From an optimization exercise on the open Yosys and OpenROAD flow, aimed at small area and a short achievable clock period; shortcuts taken in it are not production practice. Only simulation tests tie the RTL to the original design; equivalence was not proved. The flow treats the clock pin as an ideal source. Dropping or thinning the clock tree relies on that and would not hold on a real chip. Power figures rest on the tool's default switching activity, not on a simulated workload.

build 92:
==> flow/design.v (excerpt) <==
module pte_rx (
    input  wire        clk,
    input  wire        rst,             
    input  wire        in_valid,
    input  wire [7:0]  in_byte,
    output reg         res_valid,
    output wire [7:0]  res_code,        
    output wire [15:0] res_data_len,    
    output wire [7:0]  res_opt_len,     
    output wire [2:0]  res_addr_ctl,    
    output wire        res_ext_hdr_valid,
    output wire [7:0]  res_ext_hdr,
    output wire [47:0] res_orig,        
    output wire        res_dest_valid,
    output wire [31:0] res_dest,        
    output wire [1:0]  res_kind,        
    output wire [31:0] res_data,        
    output wire [7:0]  res_subtel,      
    output wire [15:0] res_rssi_dbm     
);
Settings: LEC_CHECK=0, CAP_MARGIN=20, CORE_MARGIN=2, CORE_UTILIZATION=70, GPL_ROUTABILITY_DRIVEN=0, SETUP_SLACK_MARGIN=3.0, SLEW_MARGIN=20; clock period 5.0 ns.
standard.sh (not shown) runs the stock make flow with config.mk's settings and CLKGATE_MAP_FILE= SYNTH_SCRIPT=/design/flow/synth_recipe.tcl, a recipe that flattens the netlist after the stock synthesis.
==> flow/flow/run.sh <==
#!/bin/bash
# Layout: the standard flow (standard synthesis included), with
# - port buffers of the smallest plain buffer instead of the delay buffer
#   that buffer_ports picks by itself;
# - a hand-built two-level clock tree (flow/cts_hook.tcl) in place of
#   TritonCTS's three-level one.
set -euo pipefail
bash standard.sh BUFFER_PORTS_ARGS="-buffer_cell sky130_fd_sc_hd__buf_1" \
  PRE_CTS_TCL="$PWD/flow/cts_hook.tcl" finish > standard_flow.log 2>&1
==> flow/flow/cts_hook.tcl <==
# PRE_CTS hook: build the clock tree by hand (see mycts.tcl) with two buffer
# levels instead of TritonCTS's three, then skip TritonCTS.
source [file join [file dirname [info script]] mycts.tcl]
set nsinks [llength [[[ord::get_db_block] findNet clk] getITerms]]
set nleaf [expr {max(4, ($nsinks + 19) / 20)}]
my_cts $nleaf 4 sky130_fd_sc_hd__clkbuf_16 sky130_fd_sc_hd__clkbuf_16
rename clock_tree_synthesis {}
proc clock_tree_synthesis { args } { puts "clock tree already built by cts_hook.tcl" }
set_propagated_clock [all_clocks]
==> flow/flow/mycts.tcl <==
# Two-level (or one-level) clock tree built by hand: the clock port drives
# NROOT buffers (or NLEAF leaf buffers directly when NROOT is 0); each leaf
# buffer drives one cluster of flip-flop clock pins, clustered by k-means on
# their placed locations.
proc my_cts { nleaf nroot leafcell rootcell } {
  set db [ord::get_db]
  set block [ord::get_db_block]
  set clknet [$block findNet clk]
  set sinks {}
  foreach it [$clknet getITerms] {
    lappend sinks $it
  }
  set n [llength $sinks]
  # sink locations
  set xs {}; set ys {}
  foreach it $sinks {
    set b [[$it getInst] getBBox]
    lappend xs [expr {([$b xMin] + [$b xMax]) / 2.0}]
    lappend ys [expr {([$b yMin] + [$b yMax]) / 2.0}]
  }
  # k-means, seeded along a sorted order
  set order [lsort -indices -real $xs]
  set cx {}; set cy {}
  for {set k 0} {$k < $nleaf} {incr k} {
    set i [lindex $order [expr {int(($k + 0.5) * $n / $nleaf)}]]
    lappend cx [lindex $xs $i]; lappend cy [lindex $ys $i]
  }
  for {set iter 0} {$iter < 50} {incr iter} {
    set asg {}
    for {set i 0} {$i < $n} {incr i} {
      set best 0; set bd 1e30
      for {set k 0} {$k < $nleaf} {incr k} {
        set d [expr {abs([lindex $xs $i] - [lindex $cx $k]) + abs([lindex $ys $i] - [lindex $cy $k])}]
        if {$d < $bd} { set bd $d; set best $k }
      }
      lappend asg $best
    }
    # balance: cap cluster size
    set sx [lrepeat $nleaf 0.0]; set sy [lrepeat $nleaf 0.0]; set sc [lrepeat $nleaf 0]
    for {set i 0} {$i < $n} {incr i} {
      set k [lindex $asg $i]
      lset sx $k [expr {[lindex $sx $k] + [lindex $xs $i]}]
      lset sy $k [expr {[lindex $sy $k] + [lindex $ys $i]}]
      lset sc $k [expr {[lindex $sc $k] + 1}]
    }
    for {set k 0} {$k < $nleaf} {incr k} {
      if {[lindex $sc $k] > 0} {
        lset cx $k [expr {[lindex $sx $k] / [lindex $sc $k]}]
        lset cy $k [expr {[lindex $sy $k] / [lindex $sc $k]}]
      }
    }
  }
  set lm [$db findMaster $leafcell]
  set rm [$db findMaster $rootcell]
  # root buffers
  set drv_nets {}
  if {$nroot > 0} {
    set mx 0.0; set my 0.0
    foreach x $cx y $cy { set mx [expr {$mx + $x}]; set my [expr {$my + $y}] }
    set mx [expr {$mx / $nleaf}]; set my [expr {$my / $nleaf}]
    for {set r 0} {$r < $nroot} {incr r} {
      set inst [odb::dbInst_create $block $rm "clkroot_$r"]
      set net [odb::dbNet_create $block "clknet_root_$r"]
      $net setSigType CLOCK
      [$inst findITerm A] connect $clknet
      [$inst findITerm X] connect $net
      $inst setLocation [expr {int($mx)}] [expr {int($my)}]
      $inst setPlacementStatus PLACED
      lappend drv_nets $net
    }
  } else {
    lappend drv_nets $clknet
  }
  for {set k 0} {$k < $nleaf} {incr k} {
    set inst [odb::dbInst_create $block $lm "clkleaf_$k"]
    set net [odb::dbNet_create $block "clknet_leaf_$k"]
    $net setSigType CLOCK
    [$inst findITerm A] connect [lindex $drv_nets [expr {$k % [llength $drv_nets]}]]
    [$inst findITerm X] connect $net
    $inst setLocation [expr {int([lindex $cx $k])}] [expr {int([lindex $cy $k])}]
    $inst setPlacementStatus PLACED
    for {set i 0} {$i < $n} {incr i} {
      if {[lindex $asg $i] == $k} {
        set it [lindex $sinks $i]
        $it disconnect
        $it connect $net
      }
    }
  }
  $clknet setSigType CLOCK
}
What build 49 does differently from build 92 at the input level:
Settings: removing GPL_ROUTABILITY_DRIVEN (formerly 0).
-- flow/flow/cts_hook.tcl --
<<< build 92, line 4
set nsinks [llength [[[ord::get_db_block] findNet clk] getITerms]]
set nleaf [expr {max(4, ($nsinks + 19) / 20)}]
my_cts $nleaf 4 sky130_fd_sc_hd__clkbuf_16 sky130_fd_sc_hd__clkbuf_16
rename clock_tree_synthesis {}
>>> build 49, line 4
set nsinks [llength [[[ord::get_db_block] findNet clk] getITerms]]
set nleaf [expr {max(4, ($nsinks + 14) / 15)}]
my_cts $nleaf 4 sky130_fd_sc_hd__clkbuf_8 sky130_fd_sc_hd__clkbuf_16
rename clock_tree_synthesis {}
-- flow/flow/mycts.tcl --
<<< build 92, line 54
  set rm [$db findMaster $rootcell]
  # root buffers
  set drv_nets {}
  if {$nroot > 0} {
    set mx 0.0; set my 0.0
    foreach x $cx y $cy { set mx [expr {$mx + $x}]; set my [expr {$my + $y}] }
    set mx [expr {$mx / $nleaf}]; set my [expr {$my / $nleaf}]
    for {set r 0} {$r < $nroot} {incr r} {
>>> build 49, line 54
  set rm [$db findMaster $rootcell]
  # root buffers: the leaf buffers are grouped by k-means on their places,
  # and each group's root buffer goes to the group's centre
  set drv_nets {}
  set leafroot {}
  if {$nroot > 0} {
    set rx {}; set ry {}
    for {set r 0} {$r < $nroot} {incr r} {
      set k [expr {int(($r + 0.5) * $nleaf / $nroot)}]
      lappend rx [lindex $cx $k]; lappend ry [lindex $cy $k]
    }
    for {set iter 0} {$iter < 30} {incr iter} {
      set leafroot {}
      set sx [lrepeat $nroot 0.0]; set sy [lrepeat $nroot 0.0]; set sc [lrepeat $nroot 0]
      for {set k 0} {$k < $nleaf} {incr k} {
        set best 0; set bd 1e30
        for {set r 0} {$r < $nroot} {incr r} {
          set d [expr {abs([lindex $cx $k] - [lindex $rx $r]) + abs([lindex $cy $k] - [lindex $ry $r])}]
          if {$d < $bd} { set bd $d; set best $r }
        }
        lappend leafroot $best
        lset sx $best [expr {[lindex $sx $best] + [lindex $cx $k]}]
        lset sy $best [expr {[lindex $sy $best] + [lindex $cy $k]}]
        lset sc $best [expr {[lindex $sc $best] + 1}]
      }
      for {set r 0} {$r < $nroot} {incr r} {
        if {[lindex $sc $r] > 0} {
          lset rx $r [expr {[lindex $sx $r] / [lindex $sc $r]}]
          lset ry $r [expr {[lindex $sy $r] / [lindex $sc $r]}]
        }
      }
    }
    for {set r 0} {$r < $nroot} {incr r} {
<<< build 92, line 66
      [$inst findITerm X] connect $net
      $inst setLocation [expr {int($mx)}] [expr {int($my)}]
      $inst setPlacementStatus PLACED
>>> build 49, line 91
      [$inst findITerm X] connect $net
      $inst setLocation [expr {int([lindex $rx $r])}] [expr {int([lindex $ry $r])}]
      $inst setPlacementStatus PLACED
<<< build 92, line 71
  } else {
    lappend drv_nets $clknet
>>> build 49, line 96
  } else {
    for {set k 0} {$k < $nleaf} {incr k} { lappend leafroot 0 }
    lappend drv_nets $clknet
<<< build 92, line 77
    $net setSigType CLOCK
    [$inst findITerm A] connect [lindex $drv_nets [expr {$k % [llength $drv_nets]}]]
    [$inst findITerm X] connect $net
>>> build 49, line 103
    $net setSigType CLOCK
    [$inst findITerm A] connect [lindex $drv_nets [lindex $leafroot $k]]
    [$inst findITerm X] connect $net
--- outcome ---
Per the final summary, build 49 finished and its layout is clean on timing, DRC and antenna. Any difference in proportion of cell area occupied by multi-input gates between build 92 and build 49 is small enough to ignore. Relative to build 92, power has decreased by about 6% in build 49. Areal power density over the cells (build 49 over build 92): decrease, 4.4%.
Here is what was changed in the inputs of build 28 compared with build 49.
Settings: ABC_AREA: unset -> 1; CORE_UTILIZATION: 70 -> 60.
-- flow/flow/cts_hook.tcl --
<<< build 49, line 4
set nsinks [llength [[[ord::get_db_block] findNet clk] getITerms]]
set nleaf [expr {max(4, ($nsinks + 14) / 15)}]
my_cts $nleaf 4 sky130_fd_sc_hd__clkbuf_8 sky130_fd_sc_hd__clkbuf_16
rename clock_tree_synthesis {}
>>> build 28, line 4
set nsinks [llength [[[ord::get_db_block] findNet clk] getITerms]]
set nleaf [expr {max(4, ($nsinks + 19) / 20)}]
my_cts $nleaf 4 sky130_fd_sc_hd__clkbuf_16 sky130_fd_sc_hd__clkbuf_16
rename clock_tree_synthesis {}
-- flow/flow/mycts.tcl --
<<< build 49, line 54
  set rm [$db findMaster $rootcell]
  # root buffers: the leaf buffers are grouped by k-means on their places,
  # and each group's root buffer goes to the group's centre
  set drv_nets {}
  set leafroot {}
  if {$nroot > 0} {
    set rx {}; set ry {}
    for {set r 0} {$r < $nroot} {incr r} {
      set k [expr {int(($r + 0.5) * $nleaf / $nroot)}]
      lappend rx [lindex $cx $k]; lappend ry [lindex $cy $k]
    }
    for {set iter 0} {$iter < 30} {incr iter} {
      set leafroot {}
      set sx [lrepeat $nroot 0.0]; set sy [lrepeat $nroot 0.0]; set sc [lrepeat $nroot 0]
      for {set k 0} {$k < $nleaf} {incr k} {
        set best 0; set bd 1e30
        for {set r 0} {$r < $nroot} {incr r} {
          set d [expr {abs([lindex $cx $k] - [lindex $rx $r]) + abs([lindex $cy $k] - [lindex $ry $r])}]
          if {$d < $bd} { set bd $d; set best $r }
        }
        lappend leafroot $best
        lset sx $best [expr {[lindex $sx $best] + [lindex $cx $k]}]
        lset sy $best [expr {[lindex $sy $best] + [lindex $cy $k]}]
        lset sc $best [expr {[lindex $sc $best] + 1}]
      }
      for {set r 0} {$r < $nroot} {incr r} {
        if {[lindex $sc $r] > 0} {
          lset rx $r [expr {[lindex $sx $r] / [lindex $sc $r]}]
          lset ry $r [expr {[lindex $sy $r] / [lindex $sc $r]}]
        }
      }
    }
    for {set r 0} {$r < $nroot} {incr r} {
>>> build 28, line 54
  set rm [$db findMaster $rootcell]
  # root buffers
  set drv_nets {}
  if {$nroot > 0} {
    set mx 0.0; set my 0.0
    foreach x $cx y $cy { set mx [expr {$mx + $x}]; set my [expr {$my + $y}] }
    set mx [expr {$mx / $nleaf}]; set my [expr {$my / $nleaf}]
    for {set r 0} {$r < $nroot} {incr r} {
<<< build 49, line 91
      [$inst findITerm X] connect $net
      $inst setLocation [expr {int([lindex $rx $r])}] [expr {int([lindex $ry $r])}]
      $inst setPlacementStatus PLACED
>>> build 28, line 66
      [$inst findITerm X] connect $net
      $inst setLocation [expr {int($mx)}] [expr {int($my)}]
      $inst setPlacementStatus PLACED
<<< build 49, line 96
  } else {
    for {set k 0} {$k < $nleaf} {incr k} { lappend leafroot 0 }
    lappend drv_nets $clknet
>>> build 28, line 71
  } else {
    lappend drv_nets $clknet
<<< build 49, line 103
    $net setSigType CLOCK
    [$inst findITerm A] connect [lindex $drv_nets [lindex $leafroot $k]]
    [$inst findITerm X] connect $net
>>> build 28, line 77
    $net setSigType CLOCK
    [$inst findITerm A] connect [lindex $drv_nets [expr {$k % [llength $drv_nets]}]]
    [$inst findITerm X] connect $net
==> summary.txt <==
[compare] base=build 49 new=build 28: sequential share of layout area lost 1.3 points; portion of total power attributed to combinational logic lost 1.1 points.
The run showing the smaller maximum single-stage delay on the critical path is build 28.
Summary — final critical-path setup slack, build 28 relative to build 49: lower, by 0.015 ns.
Sort build 28 and build 49 by reg-to-reg setup timing slack desc -> top: build 28
Between build 49 and build 28, the flow reports maximum number of pins on one net before global-route repair decreasing by a few percent.
Final area for build 28 is higher than for build 49.
Summary of build 28 over build 49: mux contribution to synthesized area went down by 0.44 points, met1 usage went down by 3.4 points.
Input changes introduced in build 11 (baseline for comparison: build 28):
Settings: CORE_UTILIZATION: 60 -> 75; ABC_AREA: 1 -> unset.
==> summary.txt <==
- | post-layout instance area | build 11 vs build 28 | better |
- Compared with build 28, build 11 supports a lower clock frequency.
- On leakage power figure, the lower figure sits with build 11, not build 28.
- Changes observed in build 11 relative to build 28: power consumed by the clock network ~0 delta, total power increased by 1.2% relative to the old numbers, cell area after technology mapping went down 1.3%.
- Higher maximum number of pins on one net before global-route repair among build 28 and build 11: build 11
- Comparing build 28 and build 11, fraction of standard cell area in multi-input logic is higher on build 11.
- Compared to build 28, build 11 has part of the power in the clock network 0.2 points lower.
- Summary — area added between synthesis and finish, build 11 relative to build 28: higher, by 0.50 points.
- Density: build 11 denser than build 28
No run of this note takes its clock network from TritonCTS; it comes from the design's own scripts or RTL.

port drivers added, routing unchanged:
How much do the figures lean on ideal ports? The routed layouts below were timed once more, with nothing changed but the port constraints. Step 1 (the two cells are an assumption about what drives the block):
set clk [get_ports {clk}]
set_driving_cell -lib_cell sky130_fd_sc_hd__clkbuf_16 $clk
set_driving_cell -lib_cell sky130_fd_sc_hd__buf_2 [delete_from_list [all_inputs] $clk]
Step 2, shift: input delay + t, output delay - t, t = (earliest + latest rising clock arrival at the registers) / 2. This alone moves slack from input paths to output paths. Slacks: ideal / step 1 / step 2; pairs: ideal / step 1.
| run | t, ns | setup slack, ns | worst setup path at the end | latest minus earliest clock arrival (ns) | worst data-port slew with drivers (ns) |
|---|---|---|---|---|---|
| build 92 | 0.374 | 3.008 / 2.939 / 3.012 | register to register | 0.042 / 0.042 | 0.04 |
| build 49 | 0.373 | 2.996 / 2.911 / 3.085 | register to register | 0.045 / 0.046 | 0.03 |
| build 28 | 0.375 | 2.980 / 2.907 / 3.109 | register to register | 0.043 / 0.042 | 0.03 |
| build 11 | 0.385 | 2.894 / 2.882 / 2.894 | register to register | 0.043 / 0.043 | 0.04 |
After both steps setup and hold are still met in every run listed.
